Source: an optimization exercise on an open RTL-to-GDS flow (aim: small area, a short achievable clock period and few clock cycles). Production flows keep margins and buffers that such runs may drop.
At most, simulation tests tie the RTL to the original design; equivalence was not proved.
Only the layout flow was run in runs 1 and 2; the RTL was not checked for function there.
No activity file was given, so power comes from the tool's default toggle rates.

--- flow/standard.sh ---
#!/bin/bash
# synth_recipe.tcl (not shown) runs the flow's synth.tcl, then flattens the netlist and writes it again
# the make line also repeats each setting of config.mk as NAME=value (left out here)
make -C /OpenROAD-flow-scripts/flow DESIGN_CONFIG=/design/flow/config.mk WORK_HOME=/design/flow/orfs CLKGATE_MAP_FILE= SYNTH_SCRIPT=/design/flow/synth_recipe.tcl "${@:-finish}"
--- flow/config.mk ---
export PLATFORM = sky130hd
export DESIGN_NAME = l2w_crypt
export DESIGN_NICKNAME = l2w_crypt
export VERILOG_FILES = /design/flow/design.v
export SDC_FILE = /design/flow/constraint.sdc
export NUM_CORES = 4
export LEC_CHECK = 0
export ABC_CLOCK_PERIOD_IN_PS = 4000
export CAP_MARGIN = 20
export CORE_MARGIN = 2
export CORE_UTILIZATION = 40
export SLEW_MARGIN = 20
--- flow/constraint.sdc ---
create_clock -name core_clock -period 10.0 [get_ports {clk}]
set_input_delay 2.0000 -clock core_clock [delete_from_list [all_inputs] [get_ports {clk}]]
set_output_delay 2.0000 -clock core_clock [all_outputs]
set_load 0.01 [all_outputs]
--- flow/design.v ---
module l2w_crypt (
    input  wire        clk,
    input  wire        rst,       
    input  wire        req,       
    input  wire        we,        
    input  wire        wide,      
    input  wire [12:0] addr,      
    input  wire [31:0] wdata,
    output reg  [31:0] rdata,
    output reg         err,
    output wire        irq
);
    localparam integer NCORE = 8;             
    localparam integer NW    = 2 * NCORE;     
    localparam [31:0] DELTA     = 32'h9E37_79B9;
    localparam [31:0] NDELTA    = 32'h61C8_8647;   
    localparam [31:0] DEC_SUM0  = 32'hC6EF_3720;   
    localparam [127:0] FALLBACK = 128'h4473_7003_2E8A_1913_D308_A385_886A_3F24;
    localparam [3:0] R_OK = 4'd0, R_RANGE = 4'd1, R_VALID = 4'd2, R_BADCMD = 4'd3,
                     R_NOSESS = 4'd4, R_ACTIVE = 4'd5, R_KEYLEN = 4'd6;
    localparam [4:0] S_IDLE = 5'd0,  S_CHECK = 5'd1,  S_KEY = 5'd2,  S_CKF = 5'd3,
                     S_CKE  = 5'd4,  S_XSH   = 5'd5,  S_XCP = 5'd6,  S_OER = 5'd7,
                     S_OEL  = 5'd8,  S_OTL   = 5'd9,  S_ODT = 5'd10, S_ODR = 5'd11,
                     S_ODL  = 5'd12, S_MPRE  = 5'd13, S_ME  = 5'd14, S_MO  = 5'd15,
                     S_OEW  = 5'd16;
    reg         ie;
    reg         busy, done, ck_ok, haz;
    reg  [3:0]  result;
    reg  [31:0] cmd, offset, size, obf_key;
    reg  [1:0]  valid;
    reg  [127:0] key0, key1;
    reg  [2047:0] ram;            
    reg  [4:0]  state;
    reg  [7:0]  e_wa;             
    reg  [7:0]  jt;               
    reg  [5:0]  lq [0:3];         
    reg  [1:0]  lr;               
    reg  [6:0]  cnt;              
    reg  [6:0]  xs;               
    reg  [5:0]  xc;               
    reg  [1:0]  mph;              
    reg  [31:0] acc, ra_w, rb_w, rt_w;
    reg         ofirst;           
    reg  [15:0] kmask;            
    reg         xcp;              
    reg  [31:0] kx;               
    reg  [31:0] kw_r, ks_r;       
    reg  [31:0] ks_sum;           
    reg         ks_par;
    wire is_reg = (addr < 13'h01C);
    wire is_ram = (addr[12:8] == 5'h10);
    wire bad    = is_reg ? (!wide || addr[1:0] != 2'b00)
                : is_ram ? (wide && addr[1:0] != 2'b00)
                : 1'b1;
    wire acc_ok = req && !bad;
    reg [31:0] reg_rd;
    always @(*) begin
        case (addr[4:2])
            3'd0: reg_rd = {31'b0, ie};
            3'd1: reg_rd = {24'b0, result, haz, ck_ok, done, busy};
            3'd2: reg_rd = cmd;
            3'd3: reg_rd = offset;
            3'd4: reg_rd = size;
            3'd5: reg_rd = obf_key;
            default: reg_rd = {30'b0, valid};
        endcase
    end
    wire [5:0] e_qd [0:3];        
    wire [1:0] e_rd;              
    wire [7:0] lane_rd [0:3];
    genvar gp;
    generate
        for (gp = 0; gp < 4; gp = gp + 1) begin : g_rl
            wire [5:0] q = busy ? e_qd[gp] : addr[7:2];
            assign lane_rd[gp] = ram[32*q + 8*gp +: 8];
        end
    endgenerate
    wire [31:0] pw = {lane_rd[3], lane_rd[2], lane_rd[1], lane_rd[0]};
    wire [1:0]  rot = busy ? e_rd : addr[1:0];
    reg  [31:0] rwc;
    always @(*) begin
        case (rot)
            2'd0: rwc = pw;
            2'd1: rwc = {pw[7:0],   pw[31:8]};
            2'd2: rwc = {pw[15:0],  pw[31:16]};
            default: rwc = {pw[23:0], pw[31:24]};
        endcase
    end
    reg  [31:0] rw;               
    always @(posedge clk) rw <= rwc;
    reg  [31:0] rd_reg;
    reg  [31:0] rd_mask;
    always @(posedge clk) begin
        if (rst) begin
            err     <= 1'b0;
            rd_reg  <= 32'b0;
            rd_mask <= 32'b0;
        end else begin
            err <= req && bad;
            if (acc_ok && !we) begin
                rd_reg  <= is_reg ? reg_rd : 32'b0;
                rd_mask <= is_reg ? 32'b0 : (wide ? 32'hFFFF_FFFF : 32'h0000_00FF);
            end
        end
    end
    always @(*) rdata = rd_reg | (rw & rd_mask);
    assign irq = done & ie;
    wire [3:0] op   = cmd[3:0];
    wire [3:0] slot = cmd[11:8];
    wire well_formed = (cmd[31:12] == 20'b0) && (cmd[7:4] == 4'b0) &&
                       (op >= 4'd1) && (op <= 4'd10) &&
                       ((op <= 4'd5) ? (slot < 4'd2) : (slot == 4'd0));
    wire uses_win  = (op == 4'd1) || (op >= 4'd4);
    wire [32:0] win_end = {1'b0, offset} + {1'b0, size};
    wire range_bad = (win_end > 33'd256);
    wire        s     = cmd[8];
    wire        dec   = (op == 4'd5);           
    wire        s_val = s ? valid[1] : valid[0];
    wire [127:0] skey = s ? key1 : key0;
    wire [7:0]  off8  = offset[7:0];
    wire [8:0]  sz    = size[8:0];
    wire [8:0]  nobf9    = (sz - 9'd9) >> 2;    
    wire [6:0]  c_nwrd   = {sz[8:3], 1'b0};
    wire [6:0]  c_xc0    = ((c_nwrd - 7'd1) & (NW - 1)) + 7'd1;
    wire [7:0]  c_a_off4 = off8 + 8'd4;
    wire [7:0]  c_a_tail = off8 + sz[7:0] - 8'd4;
    wire [7:0]  c_a_13   = off8 + 8'd13;
    reg  [5:0]  nobf, nblk;                  
    reg  [6:0]  nwrd;                        
    reg  [5:0]  xc0;                         
    reg  [7:0]  a_off4, a_tail, a_13, a_77, a_52, a_60, a_n4;
    reg         f_range, f_keylen, f_ckv, f_obfs, f_modv;
    always @(posedge clk) begin
        nobf    <= nobf9[5:0];
        nblk    <= sz[8:3];
        nwrd    <= c_nwrd;
        xc0     <= c_xc0[5:0];
        a_off4  <= c_a_off4;
        a_tail  <= c_a_tail;
        a_13    <= c_a_13;
        a_77    <= off8 + 8'd77;
        a_52    <= off8 + 8'd52;
        a_60    <= off8 + 8'd60;
        a_n4    <= off8 + {nobf9[5:0], 2'b00};
        f_range  <= range_bad;
        f_keylen <= (size == 32'd0 || size > 32'd16);
        f_ckv    <= (sz[1:0] != 2'b00 || sz <= 9'd4);
        f_obfs   <= (sz < 9'd9);
        f_modv   <= (sz != 9'd128);
    end
    reg  [7:0]  a_start;
    always @(*) begin
        case (wdata[3:0])
            4'd5, 4'd8: a_start = c_a_off4;
            4'd9:       a_start = c_a_tail;
            4'd10:      a_start = c_a_13;
            default:    a_start = off8;
        endcase
    end
    reg  [3:0] chk_code;
    always @(*) begin
        if (!well_formed)                                      chk_code = R_BADCMD;
        else if (uses_win && f_range)                          chk_code = R_RANGE;
        else if ((op == 4'd4 || op == 4'd5) && !s_val)         chk_code = R_NOSESS;
        else if ((op == 4'd1 || op == 4'd2) && s_val)          chk_code = R_ACTIVE;
        else if (op == 4'd1 && f_keylen)                       chk_code = R_KEYLEN;
        else if ((op == 4'd6 || op == 4'd7) && f_ckv)          chk_code = R_VALID;
        else if ((op == 4'd8 || op == 4'd9) && f_obfs)         chk_code = R_RANGE;
        else if (op == 4'd10 && f_modv)                        chk_code = R_VALID;
        else                                                   chk_code = R_OK;
    end
    reg         e_we;
    reg  [31:0] e_wd;
    wire [31:0] chain_out;
    wire [31:0] m_hi = ra_w ^ rb_w;
    reg  [31:0] m_hi_p, m_lo_p;
    always @(*) begin
        m_hi_p = m_hi;
        if (cnt == 7'd4) m_hi_p[31:8] = acc[23:0];      
        if (cnt == 7'd5) m_hi_p[7:0]  = acc[31:24];     
        m_lo_p = rb_w;
        if (cnt == 7'd1) m_lo_p = acc;                   
        if (cnt == 7'd4) m_lo_p[31:8] = rb_w[31:8] ^ rt_w[23:0];
        if (cnt == 7'd5) m_lo_p[7:0]  = rb_w[7:0] ^ rt_w[31:24];
    end
    wire [31:0] oe_w   = rb_w ^ acc;
    wire [31:0] od_w   = ra_w ^ acc;
    always @(*) begin
        e_we = 1'b0;
        e_wd = 32'b0;
        case (state)
            S_CKE:   begin e_we = (op == 4'd7); e_wd = acc; end
            S_OEL:   begin e_we = !ofirst; e_wd = oe_w; end
            S_OEW:   begin e_we = 1'b1; e_wd = oe_w; end
            S_OTL:   begin e_we = 1'b1; e_wd = acc; end
            S_ODL:   begin e_we = 1'b1; e_wd = od_w; end
            S_XSH:   begin e_we = (xs >= NW); e_wd = chain_out; end
            S_ME:    begin e_we = (cnt != 7'd0); e_wd = m_hi_p; end
            S_MO:    begin e_we = (cnt != 7'd0); e_wd = m_lo_p; end
            default: ;
        endcase
    end
    wire       h_ram_we = req && we && is_ram && !(wide && addr[1:0] != 2'b00) && !busy;
    wire       e_wen    = busy && e_we;
    wire [1:0] e_wr     = e_wa[1:0];
    wire [7:0] h_hi = 8'd1 << addr[7:5];
    wire [7:0] h_lo = 8'd1 << addr[4:2];
    wire [7:0] wl_d  [0:3];
    wire [7:0] e_hi  [0:3];
    wire [7:0] e_lo  [0:3];
    wire       h_ln  [0:3];
    generate
        for (gp = 0; gp < 4; gp = gp + 1) begin : g_wl
            wire [1:0] lg  = gp - e_wr;           
            wire [7:0] wsum = e_wa + (8'd3 - gp);  
            assign e_hi[gp] = 8'd1 << wsum[7:5];
            assign e_lo[gp] = 8'd1 << wsum[4:2];
            assign h_ln[gp] = h_ram_we && (wide || addr[1:0] == gp);
            assign wl_d[gp] = busy ? e_wd[8*lg +: 8]
                            : (wide ? wdata[8*gp +: 8] : wdata[7:0]);
        end
    endgenerate
    genvar gw, gl;
    generate
        for (gw = 0; gw < 64; gw = gw + 1) begin : g_word
            for (gl = 0; gl < 4; gl = gl + 1) begin : g_lane
                wire en = (h_ln[gl] && h_hi[gw / 8] && h_lo[gw % 8]) ||
                          (e_wen && e_hi[gl][gw / 8] && e_lo[gl][gw % 8]);
                always @(posedge clk)
                    if (en) ram[32*gw + 8*gl +: 8] <= wl_d[gl];
            end
        end
    endgenerate
    reg  [31:0] cx [0:NCORE-1];
    reg  [31:0] cy [0:NCORE-1];
    assign chain_out = cx[0];
    genvar gk;
    generate
        for (gk = 0; gk < NCORE; gk = gk + 1) begin : g_core
            wire [31:0] yy   = cy[gk];
            wire [31:0] mix  = ((yy << 4) ^ (yy >> 5)) + yy;
            wire [31:0] ynew = cx[gk] + (mix ^ kx) + {31'b0, dec};
            wire [31:0] nxt;
            if (gk == NCORE - 1) begin : g_tail
                assign nxt = rw;
            end else begin : g_mid
                assign nxt = cx[gk + 1];
            end
            always @(posedge clk) begin
                cx[gk] <= cy[gk];
                cy[gk] <= xcp ? ynew : nxt;
            end
        end
    endgenerate
    wire [6:0]  xs_end = xs + {1'b0, xc};
    wire        ks_run = ((state == S_XSH) && (xc <= 6'd2) && (xs_end <= nwrd)) ||
                         (state == S_XCP);
    wire [1:0]  f_idx  = (dec ^ ks_par) ? ks_sum[12:11] : ks_sum[1:0];
    wire [31:0] f_k    = ks_r + kw_r;
    always @(posedge clk) begin
        kx   <= dec ? ~f_k : f_k;
        kw_r <= skey[32*f_idx +: 32];
        ks_r <= ks_sum;
        if (ks_run) begin
            ks_par <= !ks_par;
            if (!ks_par) ks_sum <= ks_sum + (dec ? NDELTA : DELTA);
        end else begin
            ks_par <= 1'b0;
            ks_sum <= dec ? DEC_SUM0 : 32'd0;
        end
    end
    task finish(input [3:0] code, input ok_flag);
        begin
            busy   <= 1'b0;
            done   <= 1'b1;
            result <= code;
            ck_ok  <= ok_flag;
            state  <= S_IDLE;
        end
    endtask
    wire [31:0] key_mask = {{8{kmask[3]}}, {8{kmask[2]}}, {8{kmask[1]}}, {8{kmask[0]}}};
    wire [15:0] c_kmask;
    genvar gb;
    generate
        for (gb = 0; gb < 16; gb = gb + 1) begin : g_km
            assign c_kmask[gb] = (gb < sz);
        end
    endgenerate
    reg        e_jump;
    reg  [5:0] e_sw;
    always @(*) begin
        e_jump = 1'b0;
        e_sw   = 6'd0;
        case (state)
            S_CHECK, S_ODT, S_MPRE: e_jump = 1'b1;
            S_KEY, S_CKF, S_OER, S_OEL: e_sw = 6'd1;
            S_ODR, S_ODL:     e_sw = 6'h3F;
            S_XSH:            e_sw = !dec ? 6'd1 : (xs[0] ? 6'd3 : 6'h3F);
            S_ME:             e_sw = 6'd16;
            S_MO:             e_sw = 6'h31;            
            default: ;
        endcase
    end
    wire sw_p1  = (e_sw == 6'd1);
    wire sw_m1  = (e_sw == 6'h3F);
    wire sw_p3  = (e_sw == 6'd3);
    wire sw_p16 = (e_sw == 6'd16);
    wire sw_m15 = (e_sw == 6'h31);
    wire sw_0   = !e_jump && (e_sw == 6'd0);
    generate
        for (gp = 0; gp < 4; gp = gp + 1) begin : g_eq
            wire [7:0] jsum = jt + (8'd3 - gp);
            wire [5:0] l = lq[gp];
            assign e_qd[gp] = ({6{e_jump}} & jsum[7:2]) | ({6{sw_p1}} & (l + 6'd1)) |
                              ({6{sw_m1}} & (l - 6'd1)) | ({6{sw_p3}} & (l + 6'd3)) |
                              ({6{sw_p16}} & (l + 6'd16)) | ({6{sw_m15}} & (l - 6'd15)) |
                              ({6{sw_0}} & l);
            always @(posedge clk) lq[gp] <= e_qd[gp];
        end
    endgenerate
    assign e_rd = e_jump ? jt[1:0] : lr;
    always @(posedge clk) lr <= e_rd;
    always @(posedge clk) begin
        xcp  <= 1'b0;
        if (acc_ok && is_reg && we && addr[4:2] == 3'd2 && !busy)
            jt <= a_start;
        if (rst) begin
            ie <= 1'b0; busy <= 1'b0; done <= 1'b0; ck_ok <= 1'b0; haz <= 1'b0;
            result <= 4'd0; cmd <= 32'b0; offset <= 32'b0; size <= 32'b0;
            obf_key <= 32'b0; valid <= 2'b00; state <= S_IDLE;
        end else begin
            if (acc_ok) begin
                if (is_reg && we) begin
                    case (addr[4:2])
                        3'd0: ie <= wdata[0];
                        3'd1: begin
                            if (wdata[1]) done <= 1'b0;
                            if (wdata[3]) haz  <= 1'b0;
                        end
                        3'd2: if (busy) haz <= 1'b1;
                              else begin
                                  cmd <= wdata; busy <= 1'b1; done <= 1'b0;
                                  ck_ok <= 1'b0; result <= 4'd0; state <= S_CHECK;
                              end
                        3'd3: if (busy) haz <= 1'b1; else offset  <= wdata;
                        3'd4: if (busy) haz <= 1'b1; else size    <= wdata;
                        3'd5: if (busy) haz <= 1'b1; else obf_key <= wdata;
                        default: ;
                    endcase
                end else if (is_ram && busy) begin
                    haz <= 1'b1;
                end
            end
            case (state)
            S_CHECK: begin
                cnt <= 7'd0;
                if (chk_code != R_OK) finish(chk_code, 1'b0);
                else case (op)
                4'd1: begin kmask <= c_kmask; state <= S_KEY; end
                4'd2: begin
                          if (s) begin key1 <= FALLBACK; valid[1] <= 1'b1; end
                          else   begin key0 <= FALLBACK; valid[0] <= 1'b1; end
                          finish(R_OK, 1'b0);
                      end
                4'd3: begin
                          if (s) valid[1] <= 1'b0; else valid[0] <= 1'b0;
                          finish(R_OK, 1'b0);
                      end
                4'd4, 4'd5:
                      if (nblk == 6'd0) finish(R_OK, 1'b0);
                      else begin
                          xs <= 7'd0;
                          xc <= xc0;
                          e_wa <= dec ? a_off4 : off8;
                          state <= S_XSH;
                      end
                4'd6, 4'd7: begin
                          acc <= 32'b0; cnt <= sz[8:2] - 7'd1; e_wa <= a_tail;
                          state <= S_CKF;
                      end
                4'd8: begin
                          acc <= obf_key; cnt <= {1'b0, nobf};
                          if (nobf == 6'd0) begin e_wa <= a_tail; state <= S_OTL; end
                          else begin e_wa <= a_off4; state <= S_OER; end
                      end
                4'd9: begin
                          cnt <= {1'b0, nobf};
                          e_wa <= a_n4; jt <= a_n4;
                          state <= S_ODT;
                      end
                default: begin  
                          mph <= 2'd0; jt <= a_77; state <= S_MPRE;
                      end
                endcase
            end
            S_KEY: begin
                if (s) key1[32*cnt[1:0] +: 32] <= rw & key_mask;
                else   key0[32*cnt[1:0] +: 32] <= rw & key_mask;
                cnt <= cnt + 7'd1;
                kmask <= kmask >> 4;
                if (cnt[1:0] == 2'd3) begin
                    if (s) valid[1] <= 1'b1; else valid[0] <= 1'b1;
                    finish(R_OK, 1'b0);
                end
            end
            S_CKF: begin
                acc <= acc ^ rw;
                cnt <= cnt - 7'd1;
                if (cnt == 7'd1) state <= S_CKE;
            end
            S_CKE: begin
                finish(R_OK, (op == 4'd6) && (acc == rw));
            end
            S_OER: begin
                ra_w <= rw; ofirst <= 1'b1; state <= S_OEL;
            end
            S_OEL: begin
                acc <= acc + ra_w;
                rb_w <= ra_w; ra_w <= rw; ofirst <= 1'b0;
                if (!ofirst) e_wa <= e_wa + 8'd4;
                cnt <= cnt - 7'd1;
                if (cnt == 7'd1) state <= S_OEW;
            end
            S_OEW: begin
                e_wa <= a_tail; state <= S_OTL;
            end
            S_OTL: finish(R_OK, 1'b0);
            S_ODT: begin
                acc <= rw;
                if (cnt == 7'd0) finish(R_OK, 1'b0);
                else state <= S_ODR;
            end
            S_ODR: begin
                ra_w <= rw; state <= S_ODL;
            end
            S_ODL: begin
                acc <= acc - od_w;
                ra_w <= rw; e_wa <= e_wa - 8'd4;
                cnt <= cnt - 7'd1;
                if (cnt == 7'd1) finish(R_OK, 1'b0);
            end
            S_XSH: begin
                xs <= xs + 7'd1;
                xc <= xc - 6'd1;
                if (xs >= NW) begin
                    if (dec) e_wa <= xs[0] ? e_wa + 8'd12 : e_wa - 8'd4;
                    else     e_wa <= e_wa + 8'd4;
                end
                if (xc == 6'd1) begin
                    if (xs + 7'd1 <= nwrd) begin cnt <= 7'd0; xcp <= 1'b1; state <= S_XCP; end
                    else finish(R_OK, 1'b0);
                end
            end
            S_XCP: begin
                cnt <= cnt + 7'd1;
                if (cnt == 7'd63) begin xc <= NW; state <= S_XSH; end
                else xcp <= 1'b1;
            end
            S_MPRE: begin
                mph <= mph + 2'd1;
                case (mph)
                    2'd0: begin rt_w <= rw; jt <= a_52; end
                    2'd1: begin acc <= rt_w ^ rw; jt <= off8; end
                    default: begin
                        rt_w <= rw; e_wa <= a_60;
                        cnt <= 7'd0; state <= S_ME;
                    end
                endcase
            end
            S_ME: begin
                ra_w <= rw;
                e_wa <= e_wa - 8'd64;                      
                state <= S_MO;
            end
            S_MO: begin
                rb_w <= rw;
                if (cnt == 7'd1) acc <= rb_w;              
                e_wa <= e_wa + 8'd68;                      
                cnt <= cnt + 7'd1;
                if (cnt == 7'd16) finish(R_OK, 1'b0);
                else state <= S_ME;
            end
            default: ;
            endcase
        end
    end
endmodule
--- flow/flow/run.sh ---
#!/bin/bash
set -euo pipefail
bash standard.sh SETUP_SLACK_MARGIN=6 TNS_END_PERCENT=0 finish > standard_finish.log 2>&1
==> impl_metrics.tcl, run 1 <==
set metrics [dict create \
    synthCells 16000 \
    p_per_area_nw_per_um2 232 \
    track_usage_pct 26.3 \
    critical_path.startpoint "addr[11]" \
    whs_path_depth 0 \
    worst_pin_slew_ns 1.20 \
    cp_common_cell "nand2_1" \
    fin_area_um2 200000 \
    clk_pin_slew_worst_paths_ns 0.06 \
    synth_top_family_by_area "compound AO/OA/AOI/OAI gates" \
    reg2reg_from "cnt[4]" \
    clkLatencyLatePin_ns 0.99 \
    final_layout_size_suffix_gt1_share_pct 12.2 \
    grt_pass1_wl_mm 885 \
    p_seq_share_pct 35.4 \
    peakVddDrop_v 0.000151 \
    gr-total-overflow 0 \
    ys_ff_latch 3425 \
    grt_start_max_net_pins 132 \
    swShare_pct 34.1 \
    leakagePower_nw 72.4 \
    synthXorXnorAreaFrac_pct 6.17 \
    startpoint_type "primary input" \
    finalNetCount 16800 \
    clock.fmax_ghz 0.180 \
    cp_num_buf_inv 1 \
    finalSetupViolCount 0 \
    cts_tree "built" \
    synth.top_cells.by_area "edfxtp_1 42%, dfxtp_1 10%, ha_1 4.9%" \
    rsz0062_at_grt "true" \
    largest_reg_flops 2048 \
    dp_hpwl_mm 407 \
    max-cap-violations 0 \
    p_sw_mw 15.8 \
    area_growth_pct 12.7 \
    slew_headroom_pct 18.9 \
    yosysTopAreaCell "edfxtp_1" \
    synth_top_area_share_pct 42.4 \
    drc 0 \
    p_clk_share_pct 29.1 \
    cp_top_family "simple AND/OR/NAND/NOR gates" \
    die_w_um 670 \
    met2_length_mm 274 \
    synth_async_sr_flop_share_pct 0 \
    critPathSlowestCell "o22ai_1" \
    core-area_um2 442000 \
    hp-start "ks_sum[31]" \
    worst_setup_path_end_kind "flop" \
    grt_pass1_vias 128000 \
    synth_most_common_cell "edfxtp_1" \
    place_congestion 0.981 \
    synth_edf_count 2511 \
    status "timing/DRC/antenna clean" \
    io_buffers 83 \
    ctsRootBufferMaster "clkbuf_16" \
    dr.pass1.iters 9 \
    synth-compound-area-share_pct 15.1 \
    synthAdderAreaFrac_pct 5.23 \
    largest-register "ram" \
    die-area_um2 449000 \
    drt-total-wl_mm 616 \
    rows 244 \
    synth_mux_area_share_pct 6.38 \
    fin_skew_ns 0.102 \
    place_area_um2 186000 \
    synthesis.area_um2 178000 \
    drt_iter0_markers 16200 \
    synth_warnings 4 \
    numCtsBuffers 362 \
    ff2ff_path_depth 11 \
    fin_crit_sh_pct 55.6 \
    setup_tns_ns 0 \
    cts.hold.buffers_added 0 \
    critPathMaxStageDelay_ns 0.95 \
    path_cells "clkdlybuf4s50_1 > nor4_4 > nand2_1 > or3_1 > nor3_4 > nand2_1 > o22ai_1" \
    drv_slew 0 \
    synth_common_cells "2511 x edfxtp_1, 2061 x nand2_1, 1057 x a21oi_1" \
    vias 135000 \
    clockBufferDepth 4 \
    hold_viol 0 \
    critical_path_required_ns 10.60 \
    io_pins 84 \
    top_layer "met5" \
    ys_seq_area_share_pct 52.8 \
    p_comb_share_pct 35.5 \
    syn_avg_cell_area_um2 11.1 \
    period_minus_slack_ns 5.56 \
    cts.sinks 3425 \
    crit_arrival_ns 6.16 \
    synth.distinct_cells 120 \
    detail-route-antenna-nets 0 \
    wl_met1_mm 243 \
    synthFlopType "edfxtp_1" \
    h-tree-depth 5 \
    synthesis.nets 16800 \
    wl_met3_mm 56.0 \
    antenna_found_initial 31 \
    synthSimpleGateAreaFrac_pct 11.5 \
    reg.largest.list "ram (2048), cx (256), cy (256)" \
    initial_core_util_pct 40.2 \
    min_path_type "flop to flop" \
    path_depth 7 \
    cp_max_fo 8 \
    p_int_mw 30.6 \
    path_class "primary input to flop" \
    wl_per_cell_um 27.7 \
    viasPerCell 6.06 \
    dieHeight_um 670 \
]
==> kinds of logic (layout without fill, tap and decap cells) <==
family          after synthesis  count (layout)
simple gates               4423            4424
compound gates             4084            4088
flops                      3425            3425
buf+inv                    1295            1572
xor+xnor                   1248            1248
mux                         842             842
fa+ha+maj                   723             723
other cells                   0              28
==> area by class of cell <==
cell class | count | area, µm²
diodes | 28 | 70.1
fillers | 40800 | 242000
inverters | 351 | 1350
repair buffers | 561 | 5010
well taps | 5904 | 7390
multi-input cells | 11300 | 81000
clock inverters | 190 | 1700
flip-flops and latches | 3425 | 93800
clock buffers | 470 | 9940
==> power groups by stage <==
stage          logic (mW)  clock network [mW]  registers (mW)
6_report             16.5                13.5            16.4
3_3_place_gp         15.2                   0            16.7
5_1_grt              18.1                14.2            16.5
4_1_cts              16.1                13.7            16.4
2_1_floorplan        12.2                   0            16.3
3_5_place_dp         15.3                   0            16.7
==> placed cells by master (no fill, tap or decap), types with 130 or more instances in the layout <==
master and n:
nand2_1 2049, xor2_1 536, and3_1 147, buf_4 421, xnor2_1 709, a31oi_1 148, a21o_1 316, mux4_2 206
dfxtp_1 875, a21oi_1 1009, nor3_1 206, nand3_1 482, ha_1 681, a211oi_1 130, a221oi_1 140, o22ai_1 365
nand2b_1 219, edfxtp_1 2511, o21ai_0 720, clkbuf_16 375, inv_1 340, mux2_2 261, mux2i_1 370, nor2_1 628
==> per-layer routing <==
| metal | up-vias | GRT usage, % |
|---|---|---|
| met5 | - | 0.149 |
| met4 | 23 | 15.4 |
| met3 | 1677 | 4.72 |
| met2 | 7134 | 41.1 |
| met1 | 65900 | 34.2 |
| li1 | 60200 | - |
==> worst paths after layout <==
path               end  slack (ns)
max          ram[1574]        4.44
min           ks_r[31]        0.37
max reg2reg  ram[1737]        4.56
min reg2reg   ks_r[31]        0.37
==> worst reg2reg max path, stage by stage (launching register included) <==
cell and delay (ns):
edfxtp_1 0.50, nor3_1 0.69, nand3_4 0.44, buf_4 0.49
o21ai_0 0.32, a221oi_1 0.10, o21ai_0 0.96, mux2i_1 0.39
nor2_1 0.18, o21ai_0 0.17, o21ai_4 0.09, buf_4 0.62
==> through the flow <==
stage	total power, mW	hold WS, ns	util (%)	setup WS (ns)	cells
CTS	46.2	0.372	45.2	4.75	22200
global route	48.8	0.387	45.3	4.42	22200
global placement	32.0	0.365	42.0	0.473	21500
detailed placement	32.0	0.369	42.1	2.52	21500
floorplan	28.6	0.353	-	4.11	16000
finish	46.4	0.371	45.3	4.44	22300
==> timing repair <==
action / CTS / global route
pin swaps: 96 / 48
buffers inserted: 81 / 13
gates resized for setup: 319 / 50
setup endpoints to repair: 4962 / 4926
gates cloned: 12 / 0
==> inputs of run 2 (changes only) <==
--- a/flow/design.v
+++ b/flow/design.v
@@ -42,4 +42,6 @@
     reg  [31:0] acc, ra_w, rb_w, rt_w;
     reg         ofirst;           
+    reg         ckc_valid;        
+    reg         ckc_ok;           
     reg  [15:0] kmask;            
     reg         xcp;              
@@ -112,6 +114,6 @@
                        ((op <= 4'd5) ? (slot < 4'd2) : (slot == 4'd0));
     wire uses_win  = (op == 4'd1) || (op >= 4'd4);
-    wire [32:0] win_end = {1'b0, offset} + {1'b0, size};
-    wire range_bad = (win_end > 33'd256);
+    wire [9:0]  win_lo  = {1'b0, offset[8:0]} + {1'b0, size[8:0]};
+    wire range_bad = (|offset[31:9]) || (|size[31:9]) || (win_lo > 10'd256);
     wire        s     = cmd[8];
     wire        dec   = (op == 4'd5);           
@@ -185,4 +187,6 @@
     end
     wire [31:0] oe_w   = rb_w ^ acc;
+    wire        o_sub  = (state == S_ODL);
+    wire [31:0] o_sum  = acc + (o_sub ? ~od_w : ra_w) + {31'b0, o_sub};
     wire [31:0] od_w   = ra_w ^ acc;
     always @(*) begin
@@ -329,5 +333,9 @@
             result <= 4'd0; cmd <= 32'b0; offset <= 32'b0; size <= 32'b0;
             obf_key <= 32'b0; valid <= 2'b00; state <= S_IDLE;
+            ckc_valid <= 1'b0;
         end else begin
+            if (h_ram_we || (acc_ok && is_reg && we && !busy &&
+                             (addr[4:2] == 3'd2 || addr[4:2] == 3'd3 || addr[4:2] == 3'd4)))
+                ckc_valid <= 1'b0;
             if (acc_ok) begin
                 if (is_reg && we) begin
@@ -339,5 +347,8 @@
                         end
                         3'd2: if (busy) haz <= 1'b1;
-                              else begin
+                              else if (ckc_valid && wdata == 32'h0000_0006) begin
+                                  cmd <= wdata; done <= 1'b1;
+                                  ck_ok <= ckc_ok; result <= R_OK;
+                              end else begin
                                   cmd <= wdata; busy <= 1'b1; done <= 1'b0;
                                   ck_ok <= 1'b0; result <= 4'd0; state <= S_CHECK;
@@ -372,4 +383,5 @@
                           xs <= 7'd0;
                           xc <= xc0;
+                          acc <= 32'b0;
                           e_wa <= dec ? a_off4 : off8;
                           state <= S_XSH;
@@ -416,5 +428,5 @@
             end
             S_OEL: begin
-                acc <= acc + ra_w;
+                acc <= o_sum;
                 rb_w <= ra_w; ra_w <= rw; ofirst <= 1'b0;
                 if (!ofirst) e_wa <= e_wa + 8'd4;
@@ -435,5 +447,5 @@
             end
             S_ODL: begin
-                acc <= acc - od_w;
+                acc <= o_sum;
                 ra_w <= rw; e_wa <= e_wa - 8'd4;
                 cnt <= cnt - 7'd1;
@@ -446,8 +458,15 @@
                     if (dec) e_wa <= xs[0] ? e_wa + 8'd12 : e_wa - 8'd4;
                     else     e_wa <= e_wa + 8'd4;
+                    acc <= acc ^ chain_out;
                 end
                 if (xc == 6'd1) begin
                     if (xs + 7'd1 <= nwrd) begin cnt <= 7'd0; xcp <= 1'b1; state <= S_XCP; end
-                    else finish(R_OK, 1'b0);
+                    else begin
+                        finish(R_OK, 1'b0);
+                        if (dec && sz[2:0] == 3'd0) begin
+                            ckc_valid <= 1'b1;
+                            ckc_ok    <= ((acc ^ chain_out) == 32'b0);
+                        end
+                    end
                 end
             end
==> run 2 against run 1 <==
Still clean. Clock skew rose by 0.0043 ns. Global-route usage fell by 0.88 points. Sequential share of layout area is 1.3 points higher. Critical path type is now flop to flop. Critical endpoint is now ram[904]. Highest routed layer unchanged.
==> impl_metrics.tcl, run 2 <==
set metrics [dict create \
    status "timing/DRC/antenna clean" \
    largest_reg_flops 2048 \
    cts.sinks 3427 \
    syn_avg_cell_area_um2 12.1 \
    clock.fmax_ghz 0.183 \
    setup_ws_ns 4.55 \
    dieHeight_um 661 \
    fin_crit_sh_pct 54.5 \
    track_usage_pct 25.4 \
    cts_tree "built" \
    worst_setup_path_end_kind "flop" \
    synth_most_common_cell "edfxtp_1" \
    synth_top_area_share_pct 43.6 \
    fin_skew_ns 0.106 \
    period_minus_slack_ns 5.45 \
    p_per_area_nw_per_um2 249 \
    grt_pass1_vias 118000 \
    initial_core_util_pct 40.1 \
    path_cells "buf_4 > or3_1 > buf_4 > nor2_1 > buf_4 > clkinv_1 > nor2_1 > nor4_4 > nor2_1 > nor2b_1 > buf_4 > nand2_1 > o22ai_1" \
    synth.distinct_cells 102 \
    largest-register "ram" \
    synthesis.area_um2 173000 \
    clockBufferDepth 4 \
    ys_ff_latch 3427 \
    max-cap-violations 0 \
    cp_top_family "simple AND/OR/NAND/NOR gates" \
    vias 123000 \
    grt_start_max_net_pins 170 \
    detail-route-antenna-nets 0 \
    h-tree-depth 5 \
    drc 0 \
    reg.largest.list "ram (2048), cx (256), cy (256)" \
    slew_headroom_pct 18.5 \
    dp_hpwl_mm 374 \
    io_buffers 83 \
    synthFlopType "edfxtp_1" \
    dp_cells 19600 \
    finalSetupViolCount 0 \
    critPathSlowestCell "o22ai_1" \
    die_w_um 661 \
    synth_async_sr_flop_share_pct 0 \
    ctsRootBufferMaster "clkbuf_16" \
    antenna_found_initial 47 \
    grt_pass1_wl_mm 824 \
    rows 241 \
    gr-total-overflow 0 \
    synth.top_cells.by_area "edfxtp_1 44%, dfxtp_1 11%, mux4_2 6.1%" \
    leakagePower_nw 69.1 \
    synth_edf_count 2512 \
    die-area_um2 437000 \
    critical_path_required_ns 10.60 \
    worst_pin_slew_ns 1.22 \
    synth_warnings 4 \
    wl_per_cell_um 28.1 \
    cp_max_fo 24 \
    cp_common_cell "buf_4" \
    path_class "flop to flop" \
    drv_slew 0 \
    core-area_um2 431000 \
    crit_arrival_ns 6.05 \
    numCtsBuffers 364 \
    place_congestion 0.962 \
    place_ws_ns 3.10 \
    ys_seq_area_share_pct 54.2 \
    cp_num_buf_inv 5 \
    startpoint_type "flop" \
    finalNetCount 15100 \
    min_path_type "flop to flop" \
    final_layout_size_suffix_gt1_share_pct 14.1 \
    cts.hold.buffers_added 0 \
    layout_common_cells "2512 x edfxtp_1, 1174 x nand2_1, 1030 x a21oi_1, 886 x dfxtp_1, 776 x xnor2_1" \
    clk_pin_slew_worst_paths_ns 0.07 \
    layout_commonest_cell "edfxtp_1" \
    io_pins 84 \
    instances_no_fill 20400 \
    critPathMaxStageDelay_ns 0.86 \
    area_growth_pct 12.8 \
    drt-total-wl_mm 573 \
    synthesis.nets 15000 \
    nFillCells 39000 \
    synthCells 14300 \
    dr.pass1.iters 10 \
    viasPerCell 6.03 \
    setup_tns_ns 0 \
    peakVddDrop_v 0.000159 \
    hold_viol 0 \
    synth_common_cells "2512 x edfxtp_1, 1184 x nand2_1, 1073 x a21oi_1" \
    yosysTopAreaCell "edfxtp_1" \
    drt_iter0_markers 15900 \
    rsz0062_at_grt "true" \
    clkLatencyLatePin_ns 1.01 \
]
-- run 2: worst paths after layout --
path,startpoint,endpoint,slack (ns),cells after the start
worst min register to register,ks_sum[9],ks_r[9],0.38,0
worst max register to register,state[1],ram[904],4.55,13
worst max-delay path,state[1],ram[904],4.55,13
worst min-delay path,ks_sum[9],ks_r[9],0.38,0
-- run 2: cell families (layout without fill, tap and decap cells) --
| kind of cell | after synthesis | in the layout | synth area share, % |
|---|---|---|---|
| and+or+nand+nor | 3121 | 3123 | 8.54 |
| DFF | 3427 | 3427 | 54.2 |
| AOI/OAI and AO/OA | 3664 | 3670 | 13.6 |
| adders and majority gates | 699 | 699 | 5.19 |
| buffers and inverters | 1142 | 1469 | 2.69 |
| xor gates and xnor gates | 1241 | 1241 | 6.31 |
| muxes | 1003 | 1003 | 9.39 |
| other | 0 | 26 | 0 |
-- run 2: cell type report --
cell class / instances / area (µm²) / share of cell area [%]
diodes: 26 / 65.1 / 0.0334
clock buffers: 463 / 9740 / 4.99
inverters: 350 / 1320 / 0.675
flip-flops and latches: 3427 / 93800 / 48.1
repair buffers: 448 / 4110 / 2.11
multi-input cells: 9736 / 76700 / 39.3
clock inverters: 208 / 2100 / 1.08
well taps: 5710 / 7140 / 3.66
-- run 2: report_power, final --
group	switching (mW)	internal, mW	leakage, nW
clock network	5.93	7.73	5.78
registers	0.825	15.8	30.9
logic	10.2	8.00	32.4
-- run 2: what timing repair did --
action,4_1_cts,5_1_grt
cloned,13,1
resized for setup,220,116
pin swaps,62,54
setup buffers,57,28
setup endpoints to repair,4697,4965
-- run 2: stage by stage --
| stage | cell area, µm² | utilization [%] | power, mW | hold WS [ns] |
|---|---|---|---|---|
| after detailed placement | 181000 | 41.9 | 33.8 | 0.365 |
| final | 195000 | 45.3 | 48.5 | 0.376 |
| after global placement | 181000 | 41.9 | 33.7 | 0.362 |
| after global routing | 195000 | 45.3 | 51.0 | 0.381 |
| after CTS | 194000 | 45.1 | 48.0 | 0.379 |
| after floorplan | 173000 | - | 29.8 | 0.353 |
-- run 2: metal layers --
layer / GRT usage, % / up-vias / wire length [µm]
met5: 0 / - / 121
met4: 14.2 / 18 / 35800
met3: 5.19 / 1424 / 53500
met2: 38.5 / 6188 / 252000
met1: 34.0 / 60900 / 232000
li1: - / 54300 / -
==> inputs of run 3 (changes only) <==
--- a/flow/design.v
+++ b/flow/design.v
@@ -92,19 +92,19 @@
     always @(posedge clk) rw <= rwc;
     reg  [31:0] rd_reg;
-    reg  [31:0] rd_mask;
+    reg  [1:0]  rd_mask;          
     always @(posedge clk) begin
         if (rst) begin
             err     <= 1'b0;
             rd_reg  <= 32'b0;
-            rd_mask <= 32'b0;
+            rd_mask <= 2'b00;
         end else begin
             err <= req && bad;
             if (acc_ok && !we) begin
                 rd_reg  <= is_reg ? reg_rd : 32'b0;
-                rd_mask <= is_reg ? 32'b0 : (wide ? 32'hFFFF_FFFF : 32'h0000_00FF);
+                rd_mask <= is_reg ? 2'b00 : {wide, 1'b1};
             end
         end
     end
-    always @(*) rdata = rd_reg | (rw & rd_mask);
+    always @(*) rdata = rd_reg | (rw & {{24{rd_mask[1]}}, {8{rd_mask[0]}}});
     assign irq = done & ie;
     wire [3:0] op   = cmd[3:0];
@@ -123,26 +123,18 @@
     wire [8:0]  sz    = size[8:0];
     wire [8:0]  nobf9    = (sz - 9'd9) >> 2;    
-    wire [6:0]  c_nwrd   = {sz[8:3], 1'b0};
-    wire [6:0]  c_xc0    = ((c_nwrd - 7'd1) & (NW - 1)) + 7'd1;
-    wire [7:0]  c_a_off4 = off8 + 8'd4;
-    wire [7:0]  c_a_tail = off8 + sz[7:0] - 8'd4;
-    wire [7:0]  c_a_13   = off8 + 8'd13;
-    reg  [5:0]  nobf, nblk;                  
-    reg  [6:0]  nwrd;                        
-    reg  [5:0]  xc0;                         
-    reg  [7:0]  a_off4, a_tail, a_13, a_77, a_52, a_60, a_n4;
+    wire [5:0]  nobf     = nobf9[5:0];
+    wire [5:0]  nblk     = sz[8:3];             
+    wire [6:0]  nwrd     = {nblk, 1'b0};        
+    wire [6:0]  xc0_w    = ((nwrd - 7'd1) & (NW - 1)) + 7'd1;
+    wire [5:0]  xc0      = xc0_w[5:0];          
+    wire [7:0]  a_off4   = off8 + 8'd4;
+    wire [7:0]  a_tail   = off8 + sz[7:0] - 8'd4;
+    wire [7:0]  a_13     = off8 + 8'd13;
+    wire [7:0]  a_77     = off8 + 8'd77;
+    wire [7:0]  a_52     = off8 + 8'd52;
+    wire [7:0]  a_60     = off8 + 8'd60;
+    wire [7:0]  a_n4     = off8 + {nobf, 2'b00};
     reg         f_range, f_keylen, f_ckv, f_obfs, f_modv;
     always @(posedge clk) begin
-        nobf    <= nobf9[5:0];
-        nblk    <= sz[8:3];
-        nwrd    <= c_nwrd;
-        xc0     <= c_xc0[5:0];
-        a_off4  <= c_a_off4;
-        a_tail  <= c_a_tail;
-        a_13    <= c_a_13;
-        a_77    <= off8 + 8'd77;
-        a_52    <= off8 + 8'd52;
-        a_60    <= off8 + 8'd60;
-        a_n4    <= off8 + {nobf9[5:0], 2'b00};
         f_range  <= range_bad;
         f_keylen <= (size == 32'd0 || size > 32'd16);
@@ -154,7 +146,7 @@
     always @(*) begin
         case (wdata[3:0])
-            4'd5, 4'd8: a_start = c_a_off4;
-            4'd9:       a_start = c_a_tail;
-            4'd10:      a_start = c_a_13;
+            4'd5, 4'd8: a_start = a_off4;
+            4'd9:       a_start = a_tail;
+            4'd10:      a_start = a_13;
             default:    a_start = off8;
         endcase
==> flow/run.sh (new file) <==
#!/bin/bash
# synth_recipe.tcl (not shown) runs the flow's synth.tcl, then flattens the netlist and writes it again
# the make line also repeats each setting of config.mk as NAME=value (left out here)
make -C /OpenROAD-flow-scripts/flow DESIGN_CONFIG=/design/flow/config.mk WORK_HOME=/design/flow/orfs CLKGATE_MAP_FILE= SYNTH_SCRIPT=/design/flow/synth_recipe.tcl finish
--- a/flow/config.mk
+++ b/flow/config.mk
@@ -10,3 +10,7 @@
 export CORE_MARGIN = 2
 export CORE_UTILIZATION = 40
+export CTS_BUF_LIST = sky130_fd_sc_hd__clkbuf_8
+export CTS_CLUSTER_DIAMETER = 60
+export CTS_CLUSTER_SIZE = 16
+export SETUP_SLACK_MARGIN = 5
 export SLEW_MARGIN = 20
removed: flow/flow/run.sh
removed: flow/standard.sh
==> run 3 against run 2 <==
Still clean. Hold slack lost 0.0028 ns. Die area grew 0.27%. Power shrank 4.2%. Sequential power is essentially flat. Register-to-register slack gained 0.20 ns. Final cell count grew 4.4%. Non-clock buffer count grew 223. Count of clock-buffer cells in the layout shrank 158. Maximum frequency grew 3.8%. Sequential share of layout area shrank 0.097 points. Wire length grew 4.3%. Highest routed layer unchanged.
==> impl_metrics.tcl, run 3 <==
set metrics [dict create \
    finalNetCount 16100 \
    p_sw_mw 18.3 \
    cp_common_cell "buf_6" \
    leakagePower_nw 69.4 \
    track_usage_pct 25.8 \
    synth_mux_area_share_pct 7.49 \
    viasPerCell 6.06 \
    core-area_um2 431000 \
    clockBufferDepth 4 \
    grt_pass1_wl_mm 840 \
    fin_area_um2 193000 \
    synthXorXnorAreaFrac_pct 6.34 \
    dp_hpwl_mm 380 \
    place_area_um2 181000 \
    critPathMaxStageDelay_ns 0.50 \
    rows 241 \
    period_minus_slack_ns 5.25 \
    grt_start_max_net_pins 174 \
    yosysTopAreaCell "edfxtp_1" \
    min_path_type "flop to flop" \
    whs_path_depth 0 \
    status "timing/DRC/antenna clean" \
    h-tree-depth 5 \
    detail-route-antenna-nets 0 \
    p_seq_share_pct 36.2 \
    synth_async_sr_flop_share_pct 0 \
    critPathSlowestCell "mux4_2" \
    peakVddDrop_v 0.000164 \
    swShare_pct 39.3 \
    syn_avg_cell_area_um2 11.4 \
    synth_top_area_share_pct 43.5 \
    drt-total-wl_mm 598 \
    worst_pin_slew_ns 1.23 \
    reg2reg_slack_ns 4.75 \
    rsz0062_at_grt "true" \
    synth.distinct_cells 113 \
    fin_hold_ws_ns 0.373 \
    critical_path_required_ns 11.07 \
    cp_top_family "buffers and inverters" \
    p_clk_share_pct 18.1 \
    synth_common_cells "2512 x edfxtp_1, 1912 x nand2_1, 1075 x a21oi_1" \
    io_pins 84 \
    layout_commonest_cell "edfxtp_1" \
    clk_pin_slew_worst_paths_ns 0.11 \
    reg2reg_from "cmd[3]" \
    clock.fmax_ghz 0.190 \
    synthFlopType "edfxtp_1" \
    cp_num_buf_inv 12 \
    hold_viol 0 \
    drt_iter0_markers 16300 \
    layout_common_cells "2512 x edfxtp_1, 1895 x nand2_1, 985 x a21oi_1, 773 x xnor2_1, 765 x dfxtp_1" \
    cts_tree "built" \
    die_w_um 662 \
    dr.pass1.iters 10 \
    dieHeight_um 662 \
    synthCells 15200 \
    wl_per_cell_um 28.1 \
    p_comb_share_pct 45.7 \
    fin_crit_sh_pct 52.5 \
    fin_skew_ns 0.112 \
    hp-start "ks_sum[27]" \
    antenna_found_initial 21 \
    setup_tns_ns 0 \
    gr-total-overflow 0 \
    vias 129000 \
    synthAdderAreaFrac_pct 5.18 \
    startpoint_type "flop" \
    reg.largest.list "ram (2048), cx (256), cy (256)" \
    ys_seq_area_share_pct 53.5 \
    path_class "flop to flop" \
    ys_ff_latch 3373 \
    cts.sinks 3373 \
    synth_warnings 4 \
    drv_slew 0 \
    synth-compound-area-share_pct 13.6 \
    largest-register "ram" \
    finalSetupViolCount 0 \
    holdPathEnd "ks_r[27]" \
    drc 0 \
    clkLatencyLatePin_ns 1.17 \
    final_layout_size_suffix_gt1_share_pct 15.0 \
    p_per_area_nw_per_um2 240 \
    die-area_um2 439000 \
    nFillCells 39600 \
    synthesis.area_um2 173000 \
    grt_pass1_vias 120000 \
    synthesis.nets 16000 \
    numCtsBuffers 288 \
    max-cap-violations 0 \
    finalPower_mw 46.5 \
    synthSimpleGateAreaFrac_pct 11.2 \
    largest_reg_flops 2048 \
    cts.hold.buffers_added 0 \
    ctsRootBufferMaster "clkbuf_8" \
    area_growth_pct 11.6 \
    cp_max_fo 6 \
    final_util_pct 44.9 \
    initial_core_util_pct 40.2 \
    crit_arrival_ns 6.32 \
    ff2ff_path_depth 25 \
    worst_setup_path_end_kind "flop" \
    reg2reg_to "rw[0]" \
    synth_most_common_cell "edfxtp_1" \
    slew_headroom_pct 17.6 \
    io_buffers 83 \
    synth_top_family_by_area "compound AO/OA/AOI/OAI gates" \
    place_congestion 0.973 \
    synth_edf_count 2512 \
    p_int_mw 28.2 \
    synth.top_cells.by_area "edfxtp_1 44%, dfxtp_1 9.9%, ha_1 4.8%" \
]
[run 3: logic make-up after synthesis]
family	after synthesis
XOR/XNOR	1253
flip-flops	3373
AND/OR/NAND/NOR	4191
multiplexers	898
AO/OA/AOI/OAI	3644
adder cells (fa/ha/maj)	699
buffers and inverters	1185
[run 3: timing repair]
item                                    in CTS  in global routing
pin swaps                                  150                209
gates resized for setup                    328                556
gates cloned                                13                 20
buffers inserted                           109                149
endpoints found under the setup margin    2975               2138
[run 3: worst max path at each step]
stage	from	end	slack, ns	depth (start not counted)
after CTS	busy	rw[16]	4.70	13
after floorplan	wide	ram[1001]	4.09	4
after global placement	addr[2]	rw[3]	2.79	15
final	cmd[3]	rw[0]	4.75	25
after detailed placement	addr[2]	rw[3]	2.61	15
after global routing	cy[3][5]	cy[3][30]	4.52	27
[run 3: final cells by class]
| type | instances | area, µm² | area share [%] |
|---|---|---|---|
| diodes | 13 | 32.5 | 0.0168 |
| repair inverters | 1 | 11.3 | 0.00582 |
| well taps | 5710 | 7140 | 3.69 |
| inverters | 354 | 1370 | 0.707 |
| clock buffers | 305 | 4200 | 2.17 |
| multi-input cells | 10700 | 80000 | 41.4 |
| flip-flops and latches | 3373 | 92900 | 48.0 |
| clock inverters | 152 | 1420 | 0.736 |
| repair buffers | 671 | 6380 | 3.30 |
[run 3: metrics by stage]
step / worst slack, ns / std cells
6_report: 4.75 / 21300
5_1_grt: 4.52 / 21300
4_1_cts: 4.70 / 21100
3_5_place_dp: 2.61 / 20500
3_3_place_gp: 2.79 / 20500
2_1_floorplan: 4.09 / 15200
[run 3: routing by layer]
layer / global-route usage (%) / part of all wire, %
met1: 34.9 / 40
met2: 39.5 / 44
met3: 5.00 / 9.7
met4: 13.5 / 5.9
met5: 0 / 0.016
[run 3: power by group through the flow]
| stage | logic (mW) | clock network, mW | registers (mW) |
|---|---|---|---|
| after floorplan | 14.5 | 0 | 16.4 |
| after global placement | 18.4 | 0 | 17.1 |
| after detailed placement | 18.5 | 0 | 17.1 |
| after CTS | 19.6 | 8.53 | 16.8 |
| after global routing | 23.1 | 8.99 | 16.9 |
| final | 21.2 | 8.42 | 16.8 |
Testbench counts of run 3, summed over its fixed seeds: cycles 31,200.
==> inputs of run 4 (changes only) <==
--- a/flow/config.mk
+++ b/flow/config.mk
@@ -10,7 +10,4 @@
 export CORE_MARGIN = 2
 export CORE_UTILIZATION = 40
-export CTS_BUF_LIST = sky130_fd_sc_hd__clkbuf_8
-export CTS_CLUSTER_DIAMETER = 60
-export CTS_CLUSTER_SIZE = 16
 export SETUP_SLACK_MARGIN = 5
 export SLEW_MARGIN = 20
==> run 4 against run 3 <==
Largest power group unchanged. Synthesized area is the same. Core utilization grew 1.3 points. Wire length is essentially flat. Power grew 11%. Sequential share of layout area shrank 1.3 points.
==> impl_metrics.tcl, run 4 <==
set metrics [dict create \
    synth_common_cells "2512 x edfxtp_1, 1912 x nand2_1, 1075 x a21oi_1" \
    place_congestion 0.973 \
    synth_most_common_cell "edfxtp_1" \
    fin_skew_ns 0.0715 \
    crit_arrival_ns 6.00 \
    rows 241 \
    area_growth_pct 14.8 \
    synthFlopType "edfxtp_1" \
    fin_hold_ws_ns 0.366 \
    antenna_found_initial 21 \
    drt-total-wl_mm 598 \
    finalPower_mw 51.6 \
    synthesis.nets 16000 \
    synth.distinct_cells 113 \
    worst_setup_path_end_kind "flop" \
    die_w_um 662 \
    grt_start_max_net_pins 174 \
    drt_iter0_markers 16500 \
    synth_warnings 4 \
    io_pins 84 \
    clockBufferDepth 4 \
    yosysTopAreaCell "edfxtp_1" \
    hold_viol 0 \
    track_usage_pct 26.1 \
    drv_slew 0 \
    synthesis.area_um2 173000 \
    nFillCells 39100 \
    reg.largest.list "ram (2048), cx (256), cy (256)" \
    viasPerCell 6.04 \
    min_path_type "flop to flop" \
    path_class "flop to flop" \
    period_minus_slack_ns 5.16 \
    ys_seq_area_share_pct 53.5 \
    ys_ff_latch 3373 \
    layout_common_cells "2512 x edfxtp_1, 1893 x nand2_1, 987 x a21oi_1, 773 x xnor2_1, 773 x dfxtp_1" \
    wl_per_cell_um 27.9 \
    core-area_um2 431000 \
    die-area_um2 439000 \
    largest_reg_flops 2048 \
    p_per_area_nw_per_um2 259 \
    critical_path_required_ns 10.85 \
    status "timing/DRC/antenna clean" \
    synth_async_sr_flop_share_pct 0 \
    setup_tns_ns 0 \
    ctsRootBufferMaster "clkbuf_16" \
    vias 129000 \
    slew_headroom_pct 15.5 \
    dieHeight_um 662 \
    synthCells 15200 \
    max-cap-violations 0 \
    drc 0 \
    synth.top_cells.by_area "edfxtp_1 44%, dfxtp_1 9.9%, ha_1 4.8%" \
    startpoint_type "flop" \
    gr-total-overflow 0 \
    clk_pin_slew_worst_paths_ns 0.06 \
    io_buffers 83 \
    layout_commonest_cell "edfxtp_1" \
    synth_top_area_share_pct 43.5 \
    fin_crit_sh_pct 51.6 \
    clock.fmax_ghz 0.194 \
    detail-route-antenna-nets 0 \
    grt_pass1_vias 121000 \
    grt_pass1_wl_mm 849 \
    dr.pass1.iters 12 \
    finalNetCount 16100 \
    numCtsBuffers 353 \
    finalSetupViolCount 0 \
    synth_edf_count 2512 \
    leakagePower_nw 71.8 \
    cts.sinks 3373 \
    initial_core_util_pct 40.2 \
    worst_pin_slew_ns 1.26 \
    syn_avg_cell_area_um2 11.4 \
    h-tree-depth 5 \
    largest-register "ram" \
    rsz0062_at_grt "true" \
    whs_path_depth 0 \
    ff2ff_path_depth 25 \
    final_layout_size_suffix_gt1_share_pct 15.2 \
    peakVddDrop_v 0.000162 \
    clkLatencyLatePin_ns 0.99 \
    cts_tree "built" \
    cp_max_fo 3 \
    dp_hpwl_mm 380 \
]
[run 4: cell counts after synthesis]
No cell type changed its count.
[run 4: routing by layer]
metal | routed length, µm | vias up | GRT usage [%]
li1 | - | 57400 | -
met1 | 240000 | 63700 | 35.2
met2 | 265000 | 6635 | 40.0
met3 | 57100 | 1465 | 4.91
met4 | 35700 | 10 | 13.5
met5 | 69 | - | 0
[run 4: layout make-up]
| type | instances | area, µm² | share of cell area (%) |
|---|---|---|---|
| diodes | 11 | 27.5 | 0.0138 |
| multi-input cells | 10700 | 80100 | 40.3 |
| clock buffers | 461 | 9640 | 4.84 |
| clock inverters | 187 | 1910 | 0.960 |
| flip-flops and latches | 3373 | 92800 | 46.7 |
| repair buffers | 622 | 5890 | 2.96 |
| inverters | 354 | 1360 | 0.682 |
| well taps | 5710 | 7140 | 3.59 |
[run 4: kinds of logic (layout without fill, tap and decap cells)]
| family | after synthesis | in the layout | share of synthesized area (%) |
|---|---|---|---|
| and+or+nand+nor | 4191 | 4198 | 11.2 |
| muxes | 898 | 899 | 7.49 |
| other | 0 | 11 | 0 |
| AOI/OAI and AO/OA | 3644 | 3646 | 13.6 |
| xor gates and xnor gates | 1253 | 1253 | 6.34 |
| buffers and inverters | 1185 | 1624 | 2.75 |
| adders and majority gates | 699 | 699 | 5.18 |
| DFF | 3373 | 3373 | 53.5 |
[run 4: path summary, 6_finish.rpt]
| path | slack [ns] | to | start |
|---|---|---|---|
| worst max register to register | 4.84 | cy[3][30] | cy[3][5] |
| worst max-delay path | 4.84 | cy[3][30] | cy[3][5] |
| worst min register to register | 0.37 | ks_r[27] | ks_sum[27] |
| worst min-delay path | 0.37 | ks_r[27] | ks_sum[27] |
[run 4: timing repair]
| item | in CTS | in global routing |
|---|---|---|
| hold buffers | 0 | 0 |
| setup buffers | 117 | 100 |
| resized for setup | 456 | 384 |
| pin swaps | 161 | 209 |
| gates cloned | 20 | 7 |
| setup endpoints to repair | 3283 | 1794 |
[run 4: power breakdown]
part           internal (mW)  switching (mW)
Combinational           9.29            12.1
Clock                   7.60            5.77
Sequential              15.7            1.13
Total                   32.6            19.0
[run 4: per-stage QoR]
stage	worst slack (ns)	utilization (%)	area, µm²	cells
global placement	2.79	42.0	181000	20500
global route	4.56	46.1	199000	21400
detailed placement	2.61	42.0	181000	20500
floorplan	4.09	-	173000	15200
CTS	4.78	45.5	196000	21300
finish	4.84	46.1	199000	21400
[run 4: worst max-delay path, stage by stage (launching register included)]
cell and delay [ns]:
dfxtp_4 0.36, ha_4 0.16, fa_2 0.35, a21o_1 0.17, a21oi_2 0.14, buf_4 0.13, buf_4 0.09, buf_4 0.09
buf_4 0.09, buf_4 0.09, buf_4 0.09, buf_4 0.09, xnor2_1 0.14, ha_1 0.31, o21a_1 0.21, a21boi_0 0.14
o31a_1 0.32, o211ai_1 0.34, a21boi_2 0.15, a221oi_2 0.39, o21ai_2 0.11, o41a_1 0.37, a211oi_2 0.21, o21ai_1 0.10
xor2_1 0.14, mux2_2 0.26
==> inputs of run 5 (changes only) <==
--- a/flow/design.v
+++ b/flow/design.v
@@ -179,5 +179,5 @@
     end
     wire [31:0] oe_w   = rb_w ^ acc;
-    wire        o_sub  = (state == S_ODL);
+    reg         o_sub;            
     wire [31:0] o_sum  = acc + (o_sub ? ~od_w : ra_w) + {31'b0, o_sub};
     wire [31:0] od_w   = ra_w ^ acc;
@@ -200,10 +200,10 @@
     wire       e_wen    = busy && e_we;
     wire [1:0] e_wr     = e_wa[1:0];
-    wire [7:0] h_hi = 8'd1 << addr[7:5];
-    wire [7:0] h_lo = 8'd1 << addr[4:2];
+    wire [7:0] h_hi = {8{h_ram_we}} & (8'd1 << addr[7:5]);
     wire [7:0] wl_d  [0:3];
     wire [7:0] e_hi  [0:3];
     wire [7:0] e_lo  [0:3];
-    wire       h_ln  [0:3];
+    wire [7:0] h_lo  [0:3];
+    wire [7:0] e_hw  [0:3];
     generate
         for (gp = 0; gp < 4; gp = gp + 1) begin : g_wl
@@ -211,6 +211,7 @@
             wire [7:0] wsum = e_wa + (8'd3 - gp);  
             assign e_hi[gp] = 8'd1 << wsum[7:5];
+            assign e_hw[gp] = {8{e_wen}} & e_hi[gp];
             assign e_lo[gp] = 8'd1 << wsum[4:2];
-            assign h_ln[gp] = h_ram_we && (wide || addr[1:0] == gp);
+            assign h_lo[gp] = {8{wide || addr[1:0] == gp}} & (8'd1 << addr[4:2]);
             assign wl_d[gp] = busy ? e_wd[8*lg +: 8]
                             : (wide ? wdata[8*gp +: 8] : wdata[7:0]);
@@ -221,6 +222,6 @@
         for (gw = 0; gw < 64; gw = gw + 1) begin : g_word
             for (gl = 0; gl < 4; gl = gl + 1) begin : g_lane
-                wire en = (h_ln[gl] && h_hi[gw / 8] && h_lo[gw % 8]) ||
-                          (e_wen && e_hi[gl][gw / 8] && e_lo[gl][gw % 8]);
+                wire en = (h_hi[gw / 8] && h_lo[gl][gw % 8]) ||
+                          (e_hw[gl][gw / 8] && e_lo[gl][gw % 8]);
                 always @(posedge clk)
                     if (en) ram[32*gw + 8*gl +: 8] <= wl_d[gl];
@@ -319,4 +320,5 @@
     always @(posedge clk) begin
         xcp  <= 1'b0;
+        o_sub <= 1'b0;
         if (acc_ok && is_reg && we && addr[4:2] == 3'd2 && !busy)
             jt <= a_start;
@@ -436,5 +438,5 @@
             end
             S_ODR: begin
-                ra_w <= rw; state <= S_ODL;
+                ra_w <= rw; o_sub <= 1'b1; state <= S_ODL;
             end
             S_ODL: begin
@@ -443,4 +445,5 @@
                 cnt <= cnt - 7'd1;
                 if (cnt == 7'd1) finish(R_OK, 1'b0);
+                else o_sub <= 1'b1;
             end
             S_XSH: begin
==> flow/flow/run.sh (new file) <==
#!/bin/bash
set -euo pipefail
bash standard.sh SETUP_SLACK_MARGIN=5.5 TNS_END_PERCENT=20 finish > standard_finish.log 2>&1
==> flow/standard.sh (new file) <==
#!/bin/bash
# synth_recipe.tcl (not shown) runs the flow's synth.tcl, then flattens the netlist and writes it again
# the make line also repeats each setting of config.mk as NAME=value (left out here)
make -C /OpenROAD-flow-scripts/flow DESIGN_CONFIG=/design/flow/config.mk WORK_HOME=/design/flow/orfs CLKGATE_MAP_FILE= SYNTH_SCRIPT=/design/flow/synth_recipe.tcl "${@:-finish}"
--- a/flow/config.mk
+++ b/flow/config.mk
@@ -10,4 +10,3 @@
 export CORE_MARGIN = 2
 export CORE_UTILIZATION = 40
-export SETUP_SLACK_MARGIN = 5
 export SLEW_MARGIN = 20
removed: flow/run.sh
==> run 5 against run 4 <==
First-iteration DRC count grew 12%. Combinational power down 8%. Wire length up 4.7%. Clock power barely moved. Largest power group unchanged.
==> impl_metrics.tcl, run 5 <==
set metrics [dict create \
    clock.fmax_ghz 0.191 \
    fin_hold_ws_ns 0.374 \
    ys_ff_latch 3374 \
    synth_top_area_share_pct 43.2 \
    ff2ff_path_depth 23 \
    clkLatencyLatePin_ns 0.99 \
    clk_pin_slew_worst_paths_ns 0.07 \
    startpoint_type "flop" \
    hp-start "ks_sum[26]" \
    finalNetCount 16600 \
    worst_pin_slew_ns 1.24 \
    wl_per_cell_um 28.6 \
    synth_common_cells "2512 x edfxtp_1, 1968 x nand2_1, 1022 x a21oi_1" \
    critical_path_required_ns 10.84 \
    synth.top_cells.by_area "edfxtp_1 43%, dfxtp_1 9.9%, ha_1 4.8%" \
    dr.pass1.iters 9 \
    finalSetupViolCount 0 \
    io_pins 84 \
    syn_avg_cell_area_um2 11.2 \
    min_path_type "flop to flop" \
    synthCells 15600 \
    area_growth_pct 16.3 \
    reg.largest.list "ram (2048), cx (256), cy (256)" \
    synth_edf_count 2512 \
    peakVddDrop_v 0.000227 \
    io_buffers 83 \
    synth_async_sr_flop_share_pct 0 \
    detail-route-antenna-nets 0 \
    cts.sinks 3374 \
    gr-total-overflow 0 \
    setup_tns_ns 0 \
    synthFlopType "edfxtp_1" \
    vias 135000 \
    ctsRootBufferMaster "clkbuf_16" \
    slew_headroom_pct 17.4 \
    antenna_found_initial 34 \
    drv_slew 0 \
    dp_hpwl_mm 401 \
    reg2reg_slack_ns 4.75 \
    place_congestion 0.984 \
    track_usage_pct 27.1 \
    layout_commonest_cell "edfxtp_1" \
    p_per_area_nw_per_um2 245 \
    ys_seq_area_share_pct 53.1 \
    synthesis.area_um2 175000 \
    dieHeight_um 665 \
    layout_common_cells "2512 x edfxtp_1, 1939 x nand2_1, 920 x a21oi_1, 784 x dfxtp_1, 763 x xnor2_1" \
    yosysTopAreaCell "edfxtp_1" \
    cts_tree "built" \
    crit_arrival_ns 6.08 \
    numCtsBuffers 355 \
    whs_path_depth 0 \
    path_class "flop to flop" \
    holdPathEnd "ks_r[26]" \
    synth_most_common_cell "edfxtp_1" \
    h-tree-depth 5 \
    rows 242 \
    synth.distinct_cells 125 \
    cp_max_fo 3 \
    leakagePower_nw 73.4 \
    core-area_um2 435000 \
    hold_viol 0 \
    viasPerCell 6.16 \
    drt_iter0_markers 18500 \
    rsz0062_at_grt "true" \
    die-area_um2 442000 \
    drc 0 \
    synth_warnings 4 \
    grt_start_max_net_pins 167 \
    status "timing/DRC/antenna clean" \
    die_w_um 665 \
    period_minus_slack_ns 5.25 \
    grt_pass1_vias 127000 \
    final_layout_size_suffix_gt1_share_pct 15.9 \
    largest_reg_flops 2048 \
    cts.hold.buffers_added 0 \
    initial_core_util_pct 40.2 \
    reg2reg_from "cy[6][0]" \
    synthesis.nets 16400 \
    reg2reg_to "cy[6][31]" \
    worst_setup_path_end_kind "flop" \
    drt-total-wl_mm 626 \
    grt_pass1_wl_mm 894 \
    fin_skew_ns 0.0623 \
    max-cap-violations 0 \
    largest-register "ram" \
    clockBufferDepth 4 \
    fin_crit_sh_pct 52.5 \
]
## run 5: cell count changes in the layout (fill, tap and decap cells not counted), moves of 53 or more
cell     change
nand3_1    +140
a21oi_1     -67
a22oi_1     +82
buf_4       +97
a31oi_1     -53
mux4_2     -105
o22ai_2     -88
o22ai_4     +70
## run 5: routing by layer
| layer | share of wire, % | vias up | GRT usage, % |
|---|---|---|---|
| met5 | 0.014 | - | 0 |
| met4 | 6.2 | 14 | 14.4 |
| li1 | - | 59100 | - |
| met2 | 44 | 7690 | 41.3 |
| met3 | 11 | 1668 | 6.34 |
| met1 | 39 | 66500 | 35.8 |
## run 5: critical path: stages, from the launching register on
cell and delay, ns:
dfxtp_4 0.35, ha_4 0.16, fa_2 0.33, a21o_1 0.18
a21o_1 0.21, a2111oi_4 0.41, o211ai_1 0.19, a41o_1 0.31
a21o_1 0.21, a21o_1 0.19, a21oi_2 0.15, nor2_1 0.05
nor2_1 0.13, xnor2_1 0.09, ha_1 0.31, and4_1 0.20
nand3_2 0.10, a311o_1 0.33, o311ai_2 0.28, buf_4 0.20
a311oi_4 0.10, a21oi_2 0.17, xnor3_1 0.23, mux2_4 0.26
## run 5: repair_timing
item                                    4_1_cts  5_1_grt
buffers inserted                            275       92
cloned                                       39        3
endpoints found under the setup margin     4640     4478
pin swaps                                   324      148
resized for setup                           756      370
## run 5: area by class of cell
type,instances,area [µm²]
repair buffers,775,7680
well taps,5734,7170
clock inverters,184,2060
diodes,19,47.5
multi-input cells,11000,82300
flip-flops and latches,3374,92900
fillers,39200,232000
inverters,344,1310
clock buffers,465,9550
## run 5: per-stage QoR
step | utilization (%) | power, mW | setup WS, ns | cell area (µm²) | cells
2_1_floorplan | - | 28.9 | 3.88 | 175000 | 15600
3_3_place_gp | 41.9 | 33.0 | 2.63 | 182000 | 20800
3_5_place_dp | 41.9 | 33.1 | 2.59 | 182000 | 20800
4_1_cts | 46.0 | 48.5 | 4.76 | 200000 | 21800
5_1_grt | 46.7 | 52.1 | 4.56 | 203000 | 21900
6_report | 46.7 | 49.7 | 4.75 | 203000 | 21900
## run 5: worst max path at each step
stage,startpoint,endpoint,cells after the start
3_3_place_gp,addr[2],rw[18],13
6_report,cy[6][0],cy[6][31],23
5_1_grt,cy[6][0],cy[6][31],23
2_1_floorplan,rst,key1[0],3
3_5_place_dp,addr[2],rw[10],13
4_1_cts,cy[2][5],cy[2][27],21
## run 5: cells by family after synthesis
| group | share of synthesized area, % |
|---|---|
| flops | 53.1 |
| buf+inv | 2.93 |
| simple gates | 11.9 |
| xor+xnor | 6.30 |
| compound gates | 14.2 |
| fa+ha+maj | 5.15 |
| mux | 6.41 |
## run 5: where the power goes
group | internal (mW) | leakage [nW] | switching [mW]
Clock | 7.67 | 5.62 | 5.82
Combinational | 8.71 | 37.3 | 11.0
Sequential | 15.6 | 30.5 | 0.908
Testbench counts of run 5, summed over its fixed seeds: cycles 31,200.

## re-timing with driven ports
Ports are ideal in the flow. The routed layouts listed here were re-timed in OpenROAD.
Step 1 assumes that a clkbuf_16 drives the clock port and a buf_2 every other input.
Step 2 also shifts input and output timing later by t, the mid clock arrival at the registers, as if the neighbouring blocks saw the same clock.
Slacks: no drivers / after step 1 / after step 2; pairs: no drivers / after step 1.
run	shift t [ns]	setup slack, ns	worst slew at a driven data input, ns
run 1	1.052	4.445 / 4.533 / 3.481	0.30
run 2	1.079	4.550 / 4.550 / 3.647	0.29
run 3	1.228	4.748 / 4.748 / 3.798	0.30
run 4	1.082	4.840 / 4.840 / 3.876	0.29
run 5	1.070	4.751 / 4.751 / 3.698	0.34
After both steps every run listed still meets setup and hold. For run 5, which loses most, drivers alone change the setup slack by 0.000 ns; drivers and shift together by -1.053 ns.
